Source: an optimization exercise on an open RTL-to-GDS flow (aim: small area, a short achievable clock period and few clock cycles). Production flows keep margins and buffers that such runs may drop.
At most, simulation tests tie the RTL to the original design; equivalence was not proved.
Power is estimated from default activity; no workload was simulated.

==> flow/design.v <==
module ascii_line_rx (
    input  wire        clk,
    input  wire        rst,
    input  wire        in_valid,
    input  wire [7:0]  in_data,
    output wire        in_ready,
    output wire        out_valid,
    input  wire        out_ready,
    output wire        out_head,
    output wire        out_last,
    output wire [2:0]  out_status,
    output wire [7:0]  out_src,
    output wire [7:0]  out_dst,
    output wire [3:0]  out_prio,
    output wire [23:0] out_pgn,
    output wire [7:0]  out_plen,
    output wire [7:0]  out_data
);
    localparam integer LINE_CAP = 300;
    localparam integer HDR_LEN  = 24;
    localparam integer FIFO_CAP = 136;    
    localparam [7:0]   MARKER   = 8'h41;  
    localparam [7:0]   TERM     = 8'h0A;  
    function [3:0] hexval(input [7:0] c);
        begin
            if (c >= 8'h30 && c <= 8'h39)
                hexval = c[3:0];
            else if ((c >= 8'h41 && c <= 8'h46) || (c >= 8'h61 && c <= 8'h66))
                hexval = c[3:0] + 4'd9;
            else
                hexval = 4'd0;
        end
    endfunction
    reg       rdy;
    reg       av, bv;
    reg [7:0] ad, bd;
    assign in_ready = rdy;
    wire       in_fire = in_valid && rdy;
    wire       a_term = (ad == TERM);
    wire       a_mark = (ad == MARKER);
    wire [3:0] a_hex  = hexval(ad);
    reg  [8:0]  n;         
    reg         f_nz;      
    reg         f_cap;     
    reg         f_hdr;     
    reg         f_pay;     
    reg         f_pe;      
    reg         f_po;      
    reg         mk;        
    reg  [39:0] hdr;       
    reg  [3:0]  hi;        
    reg         wv;        
    reg  [7:0]  wb;
    reg         pend;      
    reg  [1:0]  pst;       
    reg  [7:0]  pplen;     
    reg         hv;
    reg  [1:0]  h_st;
    reg  [39:0] h_hdr;
    reg  [7:0]  h_plen;
    reg  [7:0]  mem [0:FIFO_CAP-1];
    localparam integer LANES  = 12;
    localparam integer GROUPS = (FIFO_CAP + LANES) / LANES;
    reg  [LANES-1:0]  occ_l;
    reg  [GROUPS-1:0] occ_g;
    reg  [LANES-1:0]  occ_ln;
    reg  [GROUPS-1:0] occ_gn;
    reg         full;      
    reg         wdr;       
    wire wr_pos = !a_term && f_po && mk;
    wire block = (pend && a_term && f_nz) ||
                 (pend && !a_term && f_hdr) ||
                 (wr_pos && wv && full);
    wire proc    = av && !block;
    wire take    = proc && !a_term && f_cap;
    wire lineend = proc && a_term && f_nz;
    wire a_free  = !av || !block;
    wire hload   = pend && !hv;
    wire [7:0] plen_n = n[8:1] - 8'd12;
    wire [1:0] st_end = !mk ? 2'd1 : (!f_pay ? 2'd2 : 2'd0);
    always @(posedge clk) begin
        if (a_free)
            ad <= bv ? bd : in_data;
        if (in_fire)
            bd <= in_data;
    end
    always @(posedge clk) begin
        if (rst) begin
            av  <= 1'b0;
            bv  <= 1'b0;
            rdy <= 1'b1;
        end else begin
            if (a_free) begin
                av  <= bv || in_fire;
                bv  <= 1'b0;
                rdy <= 1'b1;
            end else begin
                bv  <= bv || in_fire;
                rdy <= !(bv || in_fire);
            end
        end
    end
    always @(posedge clk) begin
        if (take && f_hdr)
            hdr <= {hdr[35:0], a_hex};
        if (take && f_pe)
            hi <= a_hex;
        if (proc && wr_pos)
            wb <= {hi, a_hex};
        if (wdr) begin : shift
            integer i;
            for (i = FIFO_CAP - 1; i > 0; i = i - 1)
                mem[i] <= mem[i - 1];
            mem[0] <= wb;
        end
        if (lineend) begin
            pst   <= st_end;
            pplen <= (st_end == 2'd0) ? plen_n : 8'd0;
        end
        if (take && !f_nz)
            mk <= a_mark;
        if (hload) begin
            h_st   <= pst;
            h_hdr  <= hdr;
            h_plen <= pplen;
        end
    end
    reg [7:0] oldest;
    always @(*) begin : rdmux
        integer g, l;
        oldest = 8'd0;
        for (g = 0; g < GROUPS; g = g + 1)
            for (l = 0; l < LANES; l = l + 1)
                if (g * LANES + l >= 1 && g * LANES + l <= FIFO_CAP)
                    oldest = oldest | {{4{~(occ_gn[g] | occ_ln[l])}} & mem[g * LANES + l - 1][7:4],
                                       {4{occ_g[g] & occ_l[l]}} & mem[g * LANES + l - 1][3:0]};
    end
    wire empty = occ_g[0] & occ_l[0];
    reg        fv;         
    reg  [7:0] fd;
    reg  [7:0] rem;        
    reg        hsent;      
    reg        ov, oh, ol;
    reg  [7:0] od;
    reg        sv, sh, sl;
    reg  [7:0] sd;
    wire g_pay  = (rem != 8'd0) && fv;
    wire g_head = (rem == 8'd0) && hv && !hsent;
    wire uv     = !sv && (g_pay || g_head);     
    wire uh     = !g_pay;
    wire ul     = g_pay ? (rem == 8'd1) : (h_plen == 8'd0);
    wire f_pop  = !sv && g_pay;
    wire f_ld   = (!fv || f_pop) && !empty;     
    wire rd     = f_ld;
    wire o_take = !ov || out_ready;
    wire wv_nx   = (proc && wr_pos) || (wv && !wdr);
    wire full_nx = (wdr && !rd) ? (occ_g[(FIFO_CAP - 1) / LANES] & occ_l[(FIFO_CAP - 1) % LANES]) :
                   (!wdr && rd) ? 1'b0 : full;
    always @(posedge clk) begin
        if (f_ld)
            fd <= oldest;
        if (o_take) begin
            oh <= sv ? sh : uh;
            ol <= sv ? sl : ul;
            od <= sv ? sd : fd;
        end
        if (!o_take && uv) begin
            sh <= uh;
            sl <= ul;
            sd <= fd;
        end
    end
    always @(posedge clk) begin
        if (rst) begin
            n     <= 9'd0;
            f_nz  <= 1'b0;
            f_cap <= 1'b1;
            f_hdr <= 1'b0;
            f_pay <= 1'b0;
            f_pe  <= 1'b0;
            f_po  <= 1'b0;
            wv    <= 1'b0;
            wdr   <= 1'b0;
            occ_l <= {{(LANES-1){1'b0}}, 1'b1};
            occ_g <= {{(GROUPS-1){1'b0}}, 1'b1};
            occ_ln <= ~{{(LANES-1){1'b0}}, 1'b1};
            occ_gn <= ~{{(GROUPS-1){1'b0}}, 1'b1};
            full  <= 1'b0;
            pend  <= 1'b0;
            hv    <= 1'b0;
            hsent <= 1'b0;
            fv    <= 1'b0;
            rem   <= 8'd0;
            ov    <= 1'b0;
            sv    <= 1'b0;
        end else begin
            if (proc && a_term) begin
                n     <= 9'd0;
                f_nz  <= 1'b0;
                f_cap <= 1'b1;
                f_hdr <= 1'b0;
                f_pay <= 1'b0;
                f_pe  <= 1'b0;
                f_po  <= 1'b0;
            end else if (take) begin
                n     <= n + 9'd1;
                f_nz  <= 1'b1;
                f_cap <= (n < LINE_CAP - 1);
                f_hdr <= (n >= 9'd11 && n <= 9'd15) || (n >= 9'd17 && n <= 9'd21);
                f_pay <= (n >= HDR_LEN - 1);
                f_pe  <= (n >= HDR_LEN - 1) && (n < LINE_CAP - 1) && n[0];
                f_po  <= (n >= HDR_LEN - 1) && (n < LINE_CAP - 1) && !n[0];
            end
            wv   <= wv_nx;
            full <= full_nx;
            wdr  <= wv_nx && !full_nx;
            case ({wdr, rd})
                2'b10: begin
                    occ_l <= {occ_l[LANES-2:0], occ_l[LANES-1]};
                    occ_ln <= {occ_ln[LANES-2:0], occ_ln[LANES-1]};
                    if (occ_l[LANES-1])
                        occ_g <= {occ_g[GROUPS-2:0], 1'b0};
                    if (!occ_ln[LANES-1])
                        occ_gn <= {occ_gn[GROUPS-2:0], 1'b1};
                end
                2'b01: begin
                    occ_l <= {occ_l[0], occ_l[LANES-1:1]};
                    occ_ln <= {occ_ln[0], occ_ln[LANES-1:1]};
                    if (occ_l[0])
                        occ_g <= {1'b0, occ_g[GROUPS-1:1]};
                    if (!occ_ln[0])
                        occ_gn <= {1'b1, occ_gn[GROUPS-1:1]};
                end
                default: ;
            endcase
            if (lineend)
                pend <= 1'b1;
            else if (hload)
                pend <= 1'b0;
            if (hload)
                hv <= 1'b1;
            else if (ov && oh && out_ready)
                hv <= 1'b0;
            if (f_ld)
                fv <= 1'b1;
            else if (f_pop)
                fv <= 1'b0;
            if (uv) begin
                if (g_pay)
                    rem <= rem - 8'd1;
                else
                    rem <= h_plen;
            end
            if (uv && g_head)
                hsent <= 1'b1;
            else if (ov && oh && out_ready)
                hsent <= 1'b0;
            if (o_take) begin
                ov <= sv || uv;
                sv <= 1'b0;
            end else if (uv) begin
                sv <= 1'b1;
            end
        end
    end
    assign out_valid  = ov;
    assign out_head   = oh;
    assign out_last   = ol;
    assign out_status = {1'b0, h_st};
    assign out_src    = h_hdr[39:32];
    assign out_dst    = h_hdr[31:24];
    assign out_prio   = h_hdr[23:20];
    assign out_pgn    = {4'd0, h_hdr[19:0]};
    assign out_plen   = h_plen;
    assign out_data   = od;
endmodule
clock: 7.0 ns
lec_check: 0
cap_margin: 20
core_margin: 2
core_utilization: 50
cts_buf_list: sky130_fd_sc_hd__clkbuf_16
cts_cluster_diameter: 80
cts_cluster_size: 24
gpl_routability_driven: 1
place_density: 0.6
setup_slack_margin: 4.4
slew_margin: 20
tns_end_percent: 0
run.sh (not shown) runs the stock make flow with config.mk's settings and CLKGATE_MAP_FILE= SYNTH_SCRIPT=/design/flow/synth_recipe.tcl, a recipe that flattens the netlist after the stock synthesis.
The first run passed the timing, DRC and antenna checks.
Rerun with:
--- a/flow/design.v
+++ b/flow/design.v
@@ -31,16 +31,17 @@
                 hexval = 4'd0;
         end
     endfunction
     reg       rdy;
     reg       av, bv;
-    reg [7:0] ad, bd;
+    reg [5:0] ad, bd;
     assign in_ready = rdy;
     wire       in_fire = in_valid && rdy;
-    wire       a_term = (ad == TERM);
-    wire       a_mark = (ad == MARKER);
-    wire [3:0] a_hex  = hexval(ad);
+    wire [5:0] in_code = {in_data == TERM, in_data == MARKER, hexval(in_data)};
+    wire       a_term = ad[5];
+    wire       a_mark = ad[4];
+    wire [3:0] a_hex  = ad[3:0];
     reg  [8:0]  n;         
     reg         f_nz;      
     reg         f_cap;     
     reg         f_hdr;     
     reg         f_pay;     
@@ -61,12 +62,10 @@
     reg  [7:0]  mem [0:FIFO_CAP-1];
     localparam integer LANES  = 12;
     localparam integer GROUPS = (FIFO_CAP + LANES) / LANES;
     reg  [LANES-1:0]  occ_l;
     reg  [GROUPS-1:0] occ_g;
-    reg  [LANES-1:0]  occ_ln;
-    reg  [GROUPS-1:0] occ_gn;
     reg         full;      
     reg         wdr;       
     wire wr_pos = !a_term && f_po && mk;
     wire block = (pend && a_term && f_nz) ||
                  (pend && !a_term && f_hdr) ||
@@ -78,13 +77,13 @@
     wire hload   = pend && !hv;
     wire [7:0] plen_n = n[8:1] - 8'd12;
     wire [1:0] st_end = !mk ? 2'd1 : (!f_pay ? 2'd2 : 2'd0);
     always @(posedge clk) begin
         if (a_free)
-            ad <= bv ? bd : in_data;
+            ad <= bv ? bd : in_code;
         if (in_fire)
-            bd <= in_data;
+            bd <= in_code;
     end
     always @(posedge clk) begin
         if (rst) begin
             av  <= 1'b0;
             bv  <= 1'b0;
@@ -130,12 +129,11 @@
         integer g, l;
         oldest = 8'd0;
         for (g = 0; g < GROUPS; g = g + 1)
             for (l = 0; l < LANES; l = l + 1)
                 if (g * LANES + l >= 1 && g * LANES + l <= FIFO_CAP)
-                    oldest = oldest | {{4{~(occ_gn[g] | occ_ln[l])}} & mem[g * LANES + l - 1][7:4],
-                                       {4{occ_g[g] & occ_l[l]}} & mem[g * LANES + l - 1][3:0]};
+                    oldest = oldest | ({8{occ_g[g] & occ_l[l]}} & mem[g * LANES + l - 1]);
     end
     wire empty = occ_g[0] & occ_l[0];
     reg        fv;         
     reg  [7:0] fd;
     reg  [7:0] rem;        
@@ -181,12 +179,10 @@
             f_po  <= 1'b0;
             wv    <= 1'b0;
             wdr   <= 1'b0;
             occ_l <= {{(LANES-1){1'b0}}, 1'b1};
             occ_g <= {{(GROUPS-1){1'b0}}, 1'b1};
-            occ_ln <= ~{{(LANES-1){1'b0}}, 1'b1};
-            occ_gn <= ~{{(GROUPS-1){1'b0}}, 1'b1};
             full  <= 1'b0;
             pend  <= 1'b0;
             hv    <= 1'b0;
             hsent <= 1'b0;
             fv    <= 1'b0;
@@ -215,23 +211,17 @@
             full <= full_nx;
             wdr  <= wv_nx && !full_nx;
             case ({wdr, rd})
                 2'b10: begin
                     occ_l <= {occ_l[LANES-2:0], occ_l[LANES-1]};
-                    occ_ln <= {occ_ln[LANES-2:0], occ_ln[LANES-1]};
                     if (occ_l[LANES-1])
                         occ_g <= {occ_g[GROUPS-2:0], 1'b0};
-                    if (!occ_ln[LANES-1])
-                        occ_gn <= {occ_gn[GROUPS-2:0], 1'b1};
                 end
                 2'b01: begin
                     occ_l <= {occ_l[0], occ_l[LANES-1:1]};
-                    occ_ln <= {occ_ln[0], occ_ln[LANES-1:1]};
                     if (occ_l[0])
                         occ_g <= {1'b0, occ_g[GROUPS-1:1]};
-                    if (!occ_ln[0])
-                        occ_gn <= {1'b1, occ_gn[GROUPS-1:1]};
                 end
                 default: ;
             endcase
             if (lineend)
                 pend <= 1'b1;
What happened: Sequential share of layout area increases by 0.71 points; cell count decreases by a few percent; power increases by well over a third; global-route usage increases by 1.4 points; count of clock-buffer cells in the layout increases by 10; worst setup slack gains 0.23 ns; wire length increases slightly; first-iteration DRC count increases by about a fifth; via count decreases slightly; critical path depth decreases by 1.
Testbench counts after the change, summed over its fixed seeds: cycles 29,874.
Only the layout flow was run in the first run of this note; the RTL was not checked for function there.

-- separate check: timing with driven ports --
Ports are ideal in the flow. The routed layouts listed here were re-timed in OpenROAD. Step 1 (the two cells are an assumption about what drives the block):
set clk [get_ports {clk}]
set_driving_cell -lib_cell sky130_fd_sc_hd__clkbuf_16 $clk
set_driving_cell -lib_cell sky130_fd_sc_hd__buf_2 [delete_from_list [all_inputs] $clk]
Step 2 also shifts input and output timing later by t, the mid clock arrival at the registers, as if the neighbouring blocks saw the same clock. a / b / c = ideal ports / drivers / drivers and shift; a / b = the first two.
| run | shift t [ns] | slack for setup (ns) | cell pins on the clock port's net |
|---|---|---|---|
| the first run | 0.752 | 3.967 / 3.967 / 3.615 | 1 |
| the second run | 0.715 | 4.198 / 4.194 / 3.552 | 1 |
After both steps setup and hold are still met in every run listed. The setup slack of the second run, which loses most, moves by -0.004 ns with the drivers and by -0.646 ns with both steps.
